What follows belongs to an exercise in optimizing a design on an open flow for small area and few clock cycles; a production flow would make more cautious choices. In this exercise RTL edits were held to simulation tests only and were not proved equivalent to the original.

==> module arq_engine, before the edit <==
module arq_engine (
    input  wire        clk,
    input  wire        rst,
    input  wire        src_valid,
    output wire        src_ready,
    input  wire [7:0]  src_data,
    input  wire        src_last,
    input  wire        src_empty,
    output wire        txd_valid,
    output wire [7:0]  txd_data,
    output wire        txd_last,
    input  wire        rxa_valid,
    output wire        rxa_ready,
    input  wire [7:0]  rxa_data,
    input  wire        rxa_last,
    input  wire        rxa_empty,
    input  wire        tick,
    output wire [1:0]  s_state,
    output wire        s_seq,
    output wire        s_done,
    output wire        s_aborted,
    output wire [31:0] s_total_sent,
    input  wire        rxd_valid,
    output wire        rxd_ready,
    input  wire [7:0]  rxd_data,
    input  wire        rxd_last,
    input  wire        rxd_empty,
    output wire        txa_valid,
    output wire [7:0]  txa_data,
    output wire        snk_valid,
    output wire [7:0]  snk_data,
    output wire        snk_last,
    output wire        snk_close,
    output wire        r_state,
    output wire        r_expected,
    output wire        r_closed
);
    localparam MAX_CHUNK     = 512;
    localparam TIMEOUT_TICKS = 15;
    localparam [8*9-1:0] S_TAPS = {9'd426, 9'd341, 9'd256, 9'd171, 9'd86, 9'd21, 9'd10, 9'd1};
    localparam [6*9-1:0] R_TAPS = {9'd425, 9'd340, 9'd255, 9'd170, 9'd85, 9'd511};
    arq_sender #(
        .MAX_CHUNK     (MAX_CHUNK),
        .TIMEOUT_TICKS (TIMEOUT_TICKS),
        .CNT_W         (32),
        .NI            (32),
        .NT            (8),
        .TAPS          (S_TAPS)
    ) u_sender (
        .clk          (clk),
        .rst          (rst),
        .src_valid    (src_valid),
        .src_ready    (src_ready),
        .src_data     (src_data),
        .src_last     (src_last),
        .src_empty    (src_empty),
        .txd_valid    (txd_valid),
        .txd_data     (txd_data),
        .txd_last     (txd_last),
        .rxa_valid    (rxa_valid),
        .rxa_ready    (rxa_ready),
        .rxa_data     (rxa_data),
        .rxa_last     (rxa_last),
        .rxa_empty    (rxa_empty),
        .tick         (tick),
        .s_state      (s_state),
        .s_seq        (s_seq),
        .s_done       (s_done),
        .s_aborted    (s_aborted),
        .s_total_sent (s_total_sent)
    );
    arq_receiver #(
        .MAX_CHUNK (MAX_CHUNK),
        .NI        (4),
        .NT        (6),
        .TAPS      (R_TAPS)
    ) u_receiver (
        .clk        (clk),
        .rst        (rst),
        .rxd_valid  (rxd_valid),
        .rxd_ready  (rxd_ready),
        .rxd_data   (rxd_data),
        .rxd_last   (rxd_last),
        .rxd_empty  (rxd_empty),
        .txa_valid  (txa_valid),
        .txa_data   (txa_data),
        .snk_valid  (snk_valid),
        .snk_data   (snk_data),
        .snk_last   (snk_last),
        .snk_close  (snk_close),
        .r_state    (r_state),
        .r_expected (r_expected),
        .r_closed   (r_closed)
    );
endmodule
==> flow/config.mk <==
export PLATFORM = sky130hd
export DESIGN_NAME = arq_engine
export DESIGN_NICKNAME = arq_engine
export VERILOG_FILES = /design/flow/design.v
export SDC_FILE = /design/flow/constraint.sdc
export NUM_CORES = 4
export LEC_CHECK = 0
export CAP_MARGIN = 20
export CORE_MARGIN = 2
export CORE_UTILIZATION = 70
export CTS_CLUSTER_DIAMETER = 60
export CTS_CLUSTER_SIZE = 30
export PLACE_DENSITY = 0.7
export SLEW_MARGIN = 20
export SYNTH_MEMORY_MAX_BITS = 16384
==> flow/constraint.sdc <==
create_clock -name core_clock -period 10.0 [get_ports {clk}]
set_input_delay 2.0000 -clock core_clock [delete_from_list [all_inputs] [get_ports {clk}]]
set_output_delay 2.0000 -clock core_clock [all_outputs]
set_load 0.01 [all_outputs]
standard.sh (not shown) runs the stock make flow with config.mk's settings and CLKGATE_MAP_FILE= SYNTH_SCRIPT=/design/flow/synth_recipe.tcl, a recipe that flattens the netlist after the stock synthesis.
==> flow/flow/run.sh <==
#!/bin/bash
# The standard layout (standard.sh) with two changes, passed to ORFS through
# its own variables:
#  - clock tree: larger sink clusters and no dummy loads (CTS_ARGS);
#  - port buffers: the smallest buffer cell (BUFFER_PORTS_ARGS).
# Each tool's full output stays in orfs/logs; make's own output goes to
# standard.log in this folder.
set -euo pipefail
export CTS_ARGS="-sink_clustering_enable -repair_clock_nets -sink_clustering_size 30 -sink_clustering_max_diameter 60 -dont_use_dummy_load"
export BUFFER_PORTS_ARGS="-buffer_cell sky130_fd_sc_hd__buf_1"
bash standard.sh > standard.log 2>&1
Testbench counts at the start, summed over its fixed seeds: cycles 234,515.
Rerun with:
--- a/flow/design.v
+++ b/flow/design.v
@@ -310,5 +310,5 @@
         .TIMEOUT_TICKS (TIMEOUT_TICKS),
         .CNT_W         (32),
-        .NI            (32),
+        .NI            (64),
         .NT            (8),
         .TAPS          (S_TAPS)
What happened:
- wire length rose by about 5%
- register-to-register slack improved by 430 ps
- via count grows by 4.0%
- design area is higher by 1.9%
- critical path depth is lower by 1
- global-route usage grows by 0.39 points
Testbench counts after the change, summed over its fixed seeds: cycles 234,515.

==> afterwards: timing with drivers on the ports <==
The flow's constraints put no driver on any port. The routed layouts listed below were extracted and timed again, unchanged, in two steps. Step 1 (the two cells are an assumption about what drives the block):
set clk [get_ports {clk}]
set_driving_cell -lib_cell sky130_fd_sc_hd__clkbuf_16 $clk
set_driving_cell -lib_cell sky130_fd_sc_hd__buf_2 [delete_from_list [all_inputs] $clk]
Step 2 times the ports against the registers' clock, not the clock port: input delays grow and output delays shrink by t, the midpoint of the rising clock arrivals with the driver on. Three values: no drivers, after step 1, after step 2; two values: the first two.
run | shift t [ns] | setup slack, ns | hold slack, ns | latest minus earliest clock arrival (ns) | slew at the worst register clock pin (ns)
the first run | 1.010 | 2.474 / 2.382 / 3.392 | 0.236 / 0.236 / 0.236 | 0.109 / 0.109 | 0.11 / 0.11
the second run | 1.000 | 2.764 / 2.669 / 3.669 | 0.242 / 0.242 / 0.242 | 0.147 / 0.147 | 0.11 / 0.11
After both steps setup and hold are still met in every run listed.
